Background: an optimization exercise with open tools, aiming at small area, a short achievable clock period and few clock cycles. Do not read the settings as production practice.
Where RTL was checked, it was by simulation tests only, not by an equivalence proof against the original.
Power figures rest on the tool's default switching activity, not on a simulated workload.

==> inputs of sierra <==
==> flow/design.v <==
module jel_cap (
    input  wire        clk,
    input  wire        rst,           
    input  wire        cmd_valid,
    output wire        cmd_ready,
    input  wire [2:0]  cmd_op,
    input  wire [31:0] cmd_arg,
    input  wire [7:0]  cmd_b,         
    input  wire [31:0] cmd_wb,        
    input  wire [31:0] cmd_hb,        
    input  wire        cmd_ecc,       
    input  wire        cmd_elen,      
    output reg         rsp_valid,
    output wire [7:0]  rsp_code,      
    output wire [31:0] rsp_value
);
    localparam OP_ECCLEN  = 3'd0;
    localparam OP_ECCCEIL = 3'd1;
    localparam OP_CAPECC  = 3'd2;
    localparam OP_RAWCAP  = 3'd3;
    localparam OP_CAP     = 3'd4;
    localparam C_OK       = 3'd0;     
    localparam C_BLOCKLEN = 3'd1;     
    localparam C_OPCODE   = 3'd2;     
    localparam C_FRAME    = 3'd3;     
    localparam C_CAPACITY = 3'd4;     
    localparam C_RESOURCE = 3'd5;     
    reg        rdy;           
    reg        s_mul, s_div, s_fin, s_post, s_err;
    reg        first;         
    reg        f_ecclen, f_eccceil, f_capecc, f_raw, f_cap;
    reg        ecc, elen;
    reg [2:0]  code;
    reg [31:0] acc;           
    reg        ovf;           
    reg [31:0] y;             
    reg        ybig;          
    reg [31:0] h;             
    reg [7:0]  ptr;           
    reg [7:0]  d;             
    reg [7:0]  k;             
    reg [9:0]  k3;            
    reg [7:0]  rem;
    reg [3:0]  dq;            
    assign cmd_ready = rdy;
    assign rsp_value = acc;
    assign rsp_code  = {1'b0,
                        code == C_RESOURCE,
                        code == C_CAPACITY,
                        code == C_BLOCKLEN || code == C_OPCODE || code == C_FRAME || code == C_RESOURCE,
                        code == C_FRAME,
                        code == C_OPCODE,
                        code == C_BLOCKLEN || code == C_OPCODE || code == C_CAPACITY || code == C_RESOURCE,
                        1'b0};
    wire accept = cmd_valid && rdy;
    function automatic [7:0] top_nib(input [31:0] x);
        reg [7:0] nz;
        integer i;
        begin
            for (i = 0; i < 8; i = i + 1) nz[i] = |x[4*i +: 4];
            nz[0] = 1'b1;
            for (i = 0; i < 8; i = i + 1) top_nib[i] = nz[i] & ~|(nz >> (i + 1));
        end
    endfunction
    wire [9:0] d1 = {2'b00, d};
    wire [9:0] d2 = {1'b0, d, 1'b0};
    wire [9:0] d3;
    wire       d3_co;
    skadd #(.W(10)) u_d3 (.a(d1), .b(d2), .cin(1'b0), .s(d3), .cout(d3_co));
    wire [3:0] nib;
    genvar gi;
    generate
        for (gi = 0; gi < 4; gi = gi + 1) begin : g_nib
            wire [7:0] col;
            genvar gj;
            for (gj = 0; gj < 8; gj = gj + 1) begin : g_col
                assign col[gj] = h[4*gj + gi] & ptr[gj];
            end
            assign nib[gi] = |col;
        end
    endgenerate
    wire [9:0] stA, stB;
    r4step u_sa (.t({rem, nib[3:2]}), .a1(d1), .a2(d2), .a3(d3), .qr(stA));
    r4step u_sb (.t({stA[7:0], nib[1:0]}), .a1(d1), .a2(d2), .a3(d3), .qr(stB));
    wire s_dq = s_div | s_fin;
    wire inc  = s_fin & (f_ecclen | (f_eccceil & (rem != 8'd0)));
    wire [11:0] k1x = {4'd0, k};
    wire [11:0] k2x = {3'd0, k, 1'b0};
    wire [11:0] k3x = {2'd0, k3};
    wire [11:0] k4x = {2'd0, k, 2'b00};
    wire [1:0]  qa = dq[3:2];
    wire [2:0]  qb = {1'b0, dq[1:0]} + {2'b00, inc};
    wire [11:0] ma = ({12{qa == 2'd1}} & k1x) | ({12{qa == 2'd2}} & k2x) |
                     ({12{qa == 2'd3}} & k3x);
    wire [11:0] mb = ({12{qb == 3'd1}} & k1x) | ({12{qb == 3'd2}} & k2x) |
                     ({12{qb == 3'd3}} & k3x) | ({12{qb == 3'd4}} & k4x);
    wire [31:0] opa  = s_dq ? {acc[27:0], 4'b0000} : acc;
    wire [31:0] row0 = ({32{s_mul & h[0]}} & {1'b0, y[30:0]}) |
                       ({32{s_dq}} & {18'd0, ma, 2'b00}) |
                       ({32{s_post & elen}} & 32'hFFFF_FFFC);
    wire [31:0] row1 = ({32{s_mul & h[1]}} & {1'b0, y[29:0], 1'b0}) |
                       ({32{s_dq}} & {20'd0, mb});
    wire pre_ovf = s_mul ? (((h[0] | h[1]) & (ybig | y[31])) | (h[1] & y[30]))
                         : (acc[31:27] != 5'd0);
    wire [31:0] cs_s = opa ^ row0 ^ row1;
    wire [31:0] cs_c = (opa & row0) | (opa & row1) | (row0 & row1);
    wire [32:0] sum;
    wire        sum_co;
    skadd #(.W(33)) u_add (.a({1'b0, cs_s}), .b({cs_c, 1'b0}), .cin(1'b0), .s(sum), .cout(sum_co));
    wire ovf_n = ovf | pre_ovf | sum[32] | sum[31];
    wire mul_last = (h[31:2] == 30'd0);
    wire cap_bad = (acc[31:3] == 29'd0) && (elen ? (acc[2:0] <= 3'd4) : (acc[2:0] == 3'd0));
    wire [7:0] k_n = f_ecclen ? d + 8'd5 : f_eccceil ? d : d - 8'd5;
    wire d_le4  = (d <= 8'd4);
    wire b_err  = f_ecclen ? (d >= 8'd251 || d == 8'd0) :
                  (f_eccceil | f_capecc) ? d_le4 :
                  f_cap ? (ecc & d_le4) : 1'b0;
    wire op_err = ~(f_ecclen | f_eccceil | f_capecc | f_raw | f_cap);
    wire [2:0] err_code = op_err ? C_OPCODE :
                          (f_ecclen && d == 8'd0) ? C_FRAME : C_BLOCKLEN;
    wire is_mulop = (cmd_op == OP_RAWCAP) || (cmd_op == OP_CAP);
    always @(posedge clk) begin
        if (rst) begin
            rdy       <= 1'b1;
            s_mul     <= 1'b0;
            s_div     <= 1'b0;
            s_fin     <= 1'b0;
            s_post    <= 1'b0;
            s_err     <= 1'b0;
            rsp_valid <= 1'b0;
        end else begin
            rsp_valid <= 1'b0;
            s_fin     <= 1'b0;
            s_err     <= 1'b0;
            s_post    <= 1'b0;
            if (accept) begin
                rdy <= 1'b0;
                if (is_mulop) s_mul <= 1'b1;
                else          s_div <= 1'b1;
            end
            if (s_mul && mul_last) begin
                s_mul <= 1'b0;
                if (ovf_n) begin
                    s_err <= 1'b1;
                    code  <= C_RESOURCE;
                end else if (f_raw) begin
                    rdy       <= 1'b1;
                    rsp_valid <= 1'b1;
                    code      <= C_OK;
                end else if (ecc) begin
                    s_div <= 1'b1;
                end else begin
                    s_post <= 1'b1;
                end
            end
            if (s_div && ptr[0]) begin
                s_div <= 1'b0;
                s_fin <= 1'b1;
            end
            if (s_fin) begin
                if (f_cap) begin
                    s_post <= 1'b1;
                end else if (ovf_n) begin
                    s_err <= 1'b1;
                    code  <= C_RESOURCE;
                end else begin
                    rdy       <= 1'b1;
                    rsp_valid <= 1'b1;
                    code      <= C_OK;
                end
            end
            if (s_post) begin
                if (cap_bad) begin
                    s_err <= 1'b1;
                    code  <= C_CAPACITY;
                end else begin
                    rdy       <= 1'b1;
                    rsp_valid <= 1'b1;
                    code      <= C_OK;
                end
            end
            if (first && (b_err || op_err)) begin
                s_mul     <= 1'b0;
                s_div     <= 1'b0;
                s_fin     <= 1'b0;
                s_post    <= 1'b0;
                s_err     <= 1'b1;
                rdy       <= 1'b0;
                rsp_valid <= 1'b0;
                code      <= err_code;
            end
            if (s_err) begin
                rdy       <= 1'b1;
                rsp_valid <= 1'b1;
            end
        end
    end
    always @(posedge clk) begin
        first <= accept && !rst;
        k     <= k_n;
        k3    <= {2'b00, k_n} + {1'b0, k_n, 1'b0};
        acc <= sum[31:0];
        rem <= stB[7:0];
        dq  <= {stA[9:8], stB[9:8]};
        if (rdy || s_err || (s_mul && mul_last && f_cap && ecc))
            acc <= 32'd0;
        if (rdy || s_mul) begin
            rem <= 8'd0;
            dq  <= 4'd0;
        end
        if (rdy) begin
            f_ecclen  <= (cmd_op == OP_ECCLEN);
            f_eccceil <= (cmd_op == OP_ECCCEIL);
            f_capecc  <= (cmd_op == OP_CAPECC);
            f_raw     <= (cmd_op == OP_RAWCAP);
            f_cap     <= (cmd_op == OP_CAP);
            ecc       <= cmd_ecc;
            elen      <= cmd_elen;
            ovf       <= 1'b0;
            ybig      <= 1'b0;
            y         <= cmd_wb;
            h         <= is_mulop ? cmd_hb : cmd_arg;
            ptr       <= top_nib(cmd_arg);
            d         <= (cmd_op == OP_ECCLEN) ? cmd_b - 8'd5 : cmd_b;
        end
        if (s_mul) begin
            ovf  <= ovf_n;
            ybig <= ybig | y[31] | y[30];
            y    <= {y[29:0], 2'b00};
            h    <= {2'b00, h[31:2]};
            if (mul_last && f_cap && ecc) begin
                h   <= sum[31:0];
                ptr <= (y[31:30] != 2'b00) ? 8'h80 : top_nib({y[29:0], 2'b00});
            end
        end
        if (s_div) begin
            ovf <= ovf_n;
            ptr <= {1'b0, ptr[7:1]};
        end
    end
endmodule
module r4step (
    input  wire [9:0] t,
    input  wire [9:0] a1,
    input  wire [9:0] a2,
    input  wire [9:0] a3,
    output wire [9:0] qr
);
    wire [9:0] s1, s2, s3;
    wire       c1, c2, c3;    
    skadd #(.W(10)) u1 (.a(t), .b(~a1), .cin(1'b1), .s(s1), .cout(c1));
    skadd #(.W(10)) u2 (.a(t), .b(~a2), .cin(1'b1), .s(s2), .cout(c2));
    skadd #(.W(10)) u3 (.a(t), .b(~a3), .cin(1'b1), .s(s3), .cout(c3));
    assign qr = c3 ? {2'd3, s3[7:0]} :
                c2 ? {2'd2, s2[7:0]} :
                c1 ? {2'd1, s1[7:0]} :
                     {2'd0, t[7:0]};
endmodule
module skadd #(parameter W = 36) (
    input  wire [W-1:0] a,
    input  wire [W-1:0] b,
    input  wire         cin,
    output wire [W-1:0] s,
    output wire         cout
);
    localparam L = (W + 1 <= 2) ? 1 : (W + 1 <= 4) ? 2 : (W + 1 <= 8) ? 3 :
                   (W + 1 <= 16) ? 4 : (W + 1 <= 32) ? 5 : 6;
    wire [W:0] gg [0:L];
    wire [W:0] pp [0:L];
    assign gg[0] = {a & b, cin};
    assign pp[0] = {a ^ b, 1'b0};
    genvar l, i;
    generate
        for (l = 0; l < L; l = l + 1) begin : g_lv
            for (i = 0; i <= W; i = i + 1) begin : g_bt
                if ((i >> l) & 1) begin : g_op
                    localparam integer J = ((i >> l) << l) - 1;
                    assign gg[l+1][i] = gg[l][i] | (pp[l][i] & gg[l][J]);
                    assign pp[l+1][i] = pp[l][i] & pp[l][J];
                end else begin : g_pass
                    assign gg[l+1][i] = gg[l][i];
                    assign pp[l+1][i] = pp[l][i];
                end
            end
        end
    endgenerate
    assign s    = (a ^ b) ^ gg[L][W-1:0];
    assign cout = gg[L][W];
endmodule
==> flow/flow/run.sh <==
#!/bin/bash
# Layout flow: the standard ORFS flow (standard.sh), with these make
# variables changed (the clock period and the constraints are the standard flow's):
#   ADDER_MAP_FILE=     yosys leaves adders to abc instead of mapping them to
#                       the fa/ha cells (the registers are the same)
#   ABC_AREA=1          abc's area script
#   SETUP_SLACK_MARGIN  repair_timing works on paths until this much slack
#   BUFFER_PORTS_ARGS   the cell that buffers each input and output port
#   CTS_BUF_LIST        the clock tree's buffers
# Each step's full log is in orfs/logs/, make's own output in flow_make.log.
set -uo pipefail
bash standard.sh ADDER_MAP_FILE= ABC_AREA=1 SETUP_SLACK_MARGIN=6 'BUFFER_PORTS_ARGS=-buffer_cell sky130_fd_sc_hd__buf_1' CTS_BUF_LIST=sky130_fd_sc_hd__clkbuf_8 finish > flow_make.log 2>&1
==> flow/standard.sh <==
#!/bin/bash
# synth_recipe.tcl (not shown) runs the flow's synth.tcl, then flattens the netlist and writes it again
# the make line also repeats each setting of config.mk as NAME=value (left out here)
make -C /OpenROAD-flow-scripts/flow DESIGN_CONFIG=/design/flow/config.mk WORK_HOME=/design/flow/orfs CLKGATE_MAP_FILE= SYNTH_SCRIPT=/design/flow/synth_recipe.tcl "${@:-finish}"
==> flow/config.mk <==
export PLATFORM = sky130hd
export DESIGN_NAME = jel_cap
export DESIGN_NICKNAME = jel_cap
export VERILOG_FILES = /design/flow/design.v
export SDC_FILE = /design/flow/constraint.sdc
export NUM_CORES = 4
export LEC_CHECK = 0
export CAP_MARGIN = 20
export CORE_MARGIN = 2
export CORE_UTILIZATION = 40
export SLEW_MARGIN = 20
==> flow/constraint.sdc <==
create_clock -name core_clock -period 10.0 [get_ports {clk}]
set_input_delay 2.0000 -clock core_clock [delete_from_list [all_inputs] [get_ports {clk}]]
set_output_delay 2.0000 -clock core_clock [all_outputs]
set_load 0.01 [all_outputs]
==> inputs of fjord, as changes to sierra <==
--- a/flow/design.v
+++ b/flow/design.v
@@ -12,5 +12,5 @@
     input  wire        cmd_elen,      
     output reg         rsp_valid,
-    output wire [7:0]  rsp_code,      
+    output reg  [7:0]  rsp_code,      
     output wire [31:0] rsp_value
 );
@@ -20,16 +20,14 @@
     localparam OP_RAWCAP  = 3'd3;
     localparam OP_CAP     = 3'd4;
-    localparam C_OK       = 3'd0;     
-    localparam C_BLOCKLEN = 3'd1;     
-    localparam C_OPCODE   = 3'd2;     
-    localparam C_FRAME    = 3'd3;     
-    localparam C_CAPACITY = 3'd4;     
-    localparam C_RESOURCE = 3'd5;     
+    localparam E_BLOCKLEN = 8'h12;
+    localparam E_OPCODE   = 8'h16;
+    localparam E_FRAME    = 8'h18;
+    localparam E_CAPACITY = 8'h22;
+    localparam E_RESOURCE = 8'h52;
     reg        rdy;           
     reg        s_mul, s_div, s_fin, s_post, s_err;
+    reg        f_ecclen, f_eccceil, f_capecc, f_raw, f_cap;
     reg        first;         
-    reg        f_ecclen, f_eccceil, f_capecc, f_raw, f_cap;
     reg        ecc, elen;
-    reg [2:0]  code;
     reg [31:0] acc;           
     reg        ovf;           
@@ -45,12 +43,4 @@
     assign cmd_ready = rdy;
     assign rsp_value = acc;
-    assign rsp_code  = {1'b0,
-                        code == C_RESOURCE,
-                        code == C_CAPACITY,
-                        code == C_BLOCKLEN || code == C_OPCODE || code == C_FRAME || code == C_RESOURCE,
-                        code == C_FRAME,
-                        code == C_OPCODE,
-                        code == C_BLOCKLEN || code == C_OPCODE || code == C_CAPACITY || code == C_RESOURCE,
-                        1'b0};
     wire accept = cmd_valid && rdy;
     function automatic [7:0] top_nib(input [31:0] x);
@@ -95,18 +85,16 @@
     wire [11:0] mb = ({12{qb == 3'd1}} & k1x) | ({12{qb == 3'd2}} & k2x) |
                      ({12{qb == 3'd3}} & k3x) | ({12{qb == 3'd4}} & k4x);
-    wire [31:0] opa  = s_dq ? {acc[27:0], 4'b0000} : acc;
-    wire [31:0] row0 = ({32{s_mul & h[0]}} & {1'b0, y[30:0]}) |
-                       ({32{s_dq}} & {18'd0, ma, 2'b00}) |
-                       ({32{s_post & elen}} & 32'hFFFF_FFFC);
-    wire [31:0] row1 = ({32{s_mul & h[1]}} & {1'b0, y[29:0], 1'b0}) |
-                       ({32{s_dq}} & {20'd0, mb});
-    wire pre_ovf = s_mul ? (((h[0] | h[1]) & (ybig | y[31])) | (h[1] & y[30]))
-                         : (acc[31:27] != 5'd0);
-    wire [31:0] cs_s = opa ^ row0 ^ row1;
-    wire [31:0] cs_c = (opa & row0) | (opa & row1) | (row0 & row1);
-    wire [32:0] sum;
+    wire [35:0] opa  = s_dq ? {acc, 4'b0000} : {4'b0000, acc};
+    wire [35:0] row0 = ({36{s_mul & h[0]}} & {4'd0, y}) |
+                       ({36{s_dq}} & {22'd0, ma, 2'b00}) |
+                       ({36{s_post & elen}} & {4'd0, 32'hFFFF_FFFC});
+    wire [35:0] row1 = ({36{s_mul & h[1]}} & {3'd0, y, 1'b0}) |
+                       ({36{s_dq}} & {24'd0, mb});
+    wire [35:0] cs_s = opa ^ row0 ^ row1;
+    wire [35:0] cs_c = (opa & row0) | (opa & row1) | (row0 & row1);
+    wire [35:0] sum;
     wire        sum_co;
-    skadd #(.W(33)) u_add (.a({1'b0, cs_s}), .b({cs_c, 1'b0}), .cin(1'b0), .s(sum), .cout(sum_co));
-    wire ovf_n = ovf | pre_ovf | sum[32] | sum[31];
+    skadd #(.W(36)) u_add (.a(cs_s), .b({cs_c[34:0], 1'b0}), .cin(1'b0), .s(sum), .cout(sum_co));
+    wire ovf_n = ovf | (sum[35:31] != 5'd0) | (s_mul & ybig & (h[0] | h[1]));
     wire mul_last = (h[31:2] == 30'd0);
     wire cap_bad = (acc[31:3] == 29'd0) && (elen ? (acc[2:0] <= 3'd4) : (acc[2:0] == 3'd0));
@@ -117,6 +105,6 @@
                   f_cap ? (ecc & d_le4) : 1'b0;
     wire op_err = ~(f_ecclen | f_eccceil | f_capecc | f_raw | f_cap);
-    wire [2:0] err_code = op_err ? C_OPCODE :
-                          (f_ecclen && d == 8'd0) ? C_FRAME : C_BLOCKLEN;
+    wire [7:0] err_code = op_err ? E_OPCODE :
+                          (f_ecclen && d == 8'd0) ? E_FRAME : E_BLOCKLEN;
     wire is_mulop = (cmd_op == OP_RAWCAP) || (cmd_op == OP_CAP);
     always @(posedge clk) begin
@@ -142,10 +130,10 @@
                 s_mul <= 1'b0;
                 if (ovf_n) begin
-                    s_err <= 1'b1;
-                    code  <= C_RESOURCE;
+                    s_err    <= 1'b1;
+                    rsp_code <= E_RESOURCE;
                 end else if (f_raw) begin
                     rdy       <= 1'b1;
                     rsp_valid <= 1'b1;
-                    code      <= C_OK;
+                    rsp_code  <= 8'd0;
                 end else if (ecc) begin
                     s_div <= 1'b1;
@@ -162,31 +150,31 @@
                     s_post <= 1'b1;
                 end else if (ovf_n) begin
-                    s_err <= 1'b1;
-                    code  <= C_RESOURCE;
+                    s_err    <= 1'b1;
+                    rsp_code <= E_RESOURCE;
                 end else begin
                     rdy       <= 1'b1;
                     rsp_valid <= 1'b1;
-                    code      <= C_OK;
+                    rsp_code  <= 8'd0;
                 end
             end
             if (s_post) begin
                 if (cap_bad) begin
-                    s_err <= 1'b1;
-                    code  <= C_CAPACITY;
+                    s_err    <= 1'b1;
+                    rsp_code <= E_CAPACITY;
                 end else begin
                     rdy       <= 1'b1;
                     rsp_valid <= 1'b1;
-                    code      <= C_OK;
+                    rsp_code  <= 8'd0;
                 end
             end
             if (first && (b_err || op_err)) begin
-                s_mul     <= 1'b0;
-                s_div     <= 1'b0;
-                s_fin     <= 1'b0;
-                s_post    <= 1'b0;
-                s_err     <= 1'b1;
-                rdy       <= 1'b0;
+                s_mul    <= 1'b0;
+                s_div    <= 1'b0;
+                s_fin    <= 1'b0;
+                s_post   <= 1'b0;
+                s_err    <= 1'b1;
+                rdy      <= 1'b0;
                 rsp_valid <= 1'b0;
-                code      <= err_code;
+                rsp_code <= err_code;
             end
             if (s_err) begin
@@ -198,15 +186,6 @@
     always @(posedge clk) begin
         first <= accept && !rst;
-        k     <= k_n;
-        k3    <= {2'b00, k_n} + {1'b0, k_n, 1'b0};
-        acc <= sum[31:0];
-        rem <= stB[7:0];
-        dq  <= {stA[9:8], stB[9:8]};
-        if (rdy || s_err || (s_mul && mul_last && f_cap && ecc))
-            acc <= 32'd0;
-        if (rdy || s_mul) begin
-            rem <= 8'd0;
-            dq  <= 4'd0;
-        end
+        k  <= k_n;
+        k3 <= {2'b00, k_n} + {1'b0, k_n, 1'b0};
         if (rdy) begin
             f_ecclen  <= (cmd_op == OP_ECCLEN);
@@ -219,10 +198,14 @@
             ovf       <= 1'b0;
             ybig      <= 1'b0;
+            acc       <= 32'd0;
             y         <= cmd_wb;
             h         <= is_mulop ? cmd_hb : cmd_arg;
             ptr       <= top_nib(cmd_arg);
             d         <= (cmd_op == OP_ECCLEN) ? cmd_b - 8'd5 : cmd_b;
+            rem       <= 8'd0;
+            dq        <= 4'd0;
         end
         if (s_mul) begin
+            acc  <= sum[31:0];
             ovf  <= ovf_n;
             ybig <= ybig | y[31] | y[30];
@@ -232,10 +215,23 @@
                 h   <= sum[31:0];
                 ptr <= (y[31:30] != 2'b00) ? 8'h80 : top_nib({y[29:0], 2'b00});
+                acc <= 32'd0;
             end
         end
         if (s_div) begin
+            acc <= sum[31:0];
             ovf <= ovf_n;
+            rem <= stB[7:0];
+            dq  <= {stA[9:8], stB[9:8]};
             ptr <= {1'b0, ptr[7:1]};
         end
+        if (s_fin) begin
+            acc     <= sum[31:0];
+            ovf     <= ovf_n;
+        end
+        if (s_post) begin
+            acc <= sum[31:0];
+        end
+        if (s_err)
+            acc <= 32'd0;
     end
 endmodule
@@ -264,6 +260,5 @@
     output wire         cout
 );
-    localparam L = (W + 1 <= 2) ? 1 : (W + 1 <= 4) ? 2 : (W + 1 <= 8) ? 3 :
-                   (W + 1 <= 16) ? 4 : (W + 1 <= 32) ? 5 : 6;
+    localparam L = $clog2(W + 1);
     wire [W:0] gg [0:L];
     wire [W:0] pp [0:L];
==> flow/flow/run.sh (replaced) <==
#!/bin/bash
# Layout flow: the standard ORFS flow (standard.sh) with these make
# variables changed:
#   ADDER_MAP_FILE=   yosys leaves adders to abc instead of mapping them to
#                     the slow fa/ha cells (registers are unchanged)
#   ABC_AREA=1        abc's area script
#   SETUP_SLACK_MARGIN  repair_timing works on paths until this much slack
# The clock period and the constraints are the standard flow's, unchanged.
set -uo pipefail
bash standard.sh ADDER_MAP_FILE= ABC_AREA=1 SETUP_SLACK_MARGIN=6.5 finish > flow_make.log 2>&1
==> inputs of quartz, as changes to sierra <==
--- a/flow/design.v
+++ b/flow/design.v
@@ -264,6 +264,5 @@
     output wire         cout
 );
-    localparam L = (W + 1 <= 2) ? 1 : (W + 1 <= 4) ? 2 : (W + 1 <= 8) ? 3 :
-                   (W + 1 <= 16) ? 4 : (W + 1 <= 32) ? 5 : 6;
+    localparam L = $clog2(W + 1);
     wire [W:0] gg [0:L];
     wire [W:0] pp [0:L];
==> flow/flow/run.sh (replaced) <==
#!/bin/bash
# Layout flow: the standard ORFS flow (standard.sh), with these make
# variables changed (the clock period and the constraints are the standard flow's):
#   ADDER_MAP_FILE=     yosys leaves adders to abc instead of mapping them to
#                       the fa/ha cells (the registers are the same)
#   ABC_AREA=1          abc's area script, here replaced by the one below
#   SCRIPTS_DIR         a copy of ORFS's scripts with only that abc script
#                       changed
#   SETUP_SLACK_MARGIN  repair_timing works on paths until this much slack
#   BUFFER_PORTS_ARGS   the cell that buffers each input and output port
#   CTS_BUF_LIST        the clock tree's buffers
# Each step's full log is in orfs/logs/, make's own output in flow_make.log.
set -uo pipefail
rm -rf scripts_own
cp -r "$FLOW_HOME/scripts" scripts_own
cp flow/abc_area.script scripts_own/abc_area.script
bash standard.sh ADDER_MAP_FILE= ABC_AREA=1 SCRIPTS_DIR=$PWD/scripts_own SETUP_SLACK_MARGIN=6 'BUFFER_PORTS_ARGS=-buffer_cell sky130_fd_sc_hd__buf_1' CTS_BUF_LIST=sky130_fd_sc_hd__clkbuf_8 finish > flow_make.log 2>&1
==> flow/flow/abc_area.script (new file) <==
strash
dch
amap
topo
stime -c
buffer -c
upsize -c
dnsize -c
==> comparison table <==
item                                                                    fjord       sierra       quartz
Cell depth of the worst setup path                                         28           28           36
Flops & latches, synth                                                    166          161          161
Syn avg cell area                                                    6.44 um2     6.10 um2     6.97 um2
Largest voltage drop on the vdd net                                  0.211 mV     0.221 mV     0.183 mV
Startpoint of the most critical hold path                             acc[27]        s_err        s_err
Layout cell share with drive strength beyond 1                          27.2%        12.9%        24.5%
Number of global-route vias before repair                              15,500       14,200       12,000
Synth Area in Compound Gates                                            16.8%        16.2%        32.8%
Combined area of the multi-input logic cells                       0.0109 mm2  0.00878 mm2  0.00851 mm2
Power of the clock network                                             681 uW       525 uW       527 uW
Xor and xnor fraction of the mapped netlist area                        6.16%        5.76%       0.214%
Bufs and invs on worst path                                                 5            7            5
Vertical extent of the die                                             195 um       190 um       179 um
Clock tree cell share of total cell area                                2.89%        2.45%        2.70%
Worst reg-to-reg path cell count                                           28           28           36
Area of the core region                                            0.0357 mm2   0.0343 mm2   0.0303 mm2
Number of antenna violations at the first check in global routing           2            1            0
Outcome                                      no timing/DRC/antenna violations  no timing/DRC/antenna violations  no timing/DRC/antenna violations
Testbench counts of sierra, summed over its fixed seeds: cycles 10,805.
No functional check of the RTL was part of fjord and quartz.

[port drivers added, routing unchanged]
How much do the figures lean on ideal ports? The routed layouts below were timed once more, with nothing changed but the port constraints. Step 1, drivers: a clkbuf_16 drives clk and a buf_2 each remaining input, both assumed. Step 2, shift: input delay + t, output delay - t, t = (earliest + latest rising clock arrival at the registers) / 2. This alone moves slack from input paths to output paths. a / b / c = ideal ports / drivers / drivers and shift; a / b = the first two.
| run | shift t [ns] | slack for setup (ns) | worst slew at a driven data input, ns |
|---|---|---|---|
| sierra | 0.544 | 6.120 / 6.120 / 5.693 | 0.04 |
| fjord | 0.501 | 5.920 / 5.920 / 5.920 | 0.06 |
| quartz | 0.532 | 4.566 / 4.566 / 4.566 | 0.04 |
After both steps setup and hold are still met in every run listed. For sierra, which loses most, drivers alone change the setup slack by 0.000 ns; drivers and shift together by -0.427 ns.
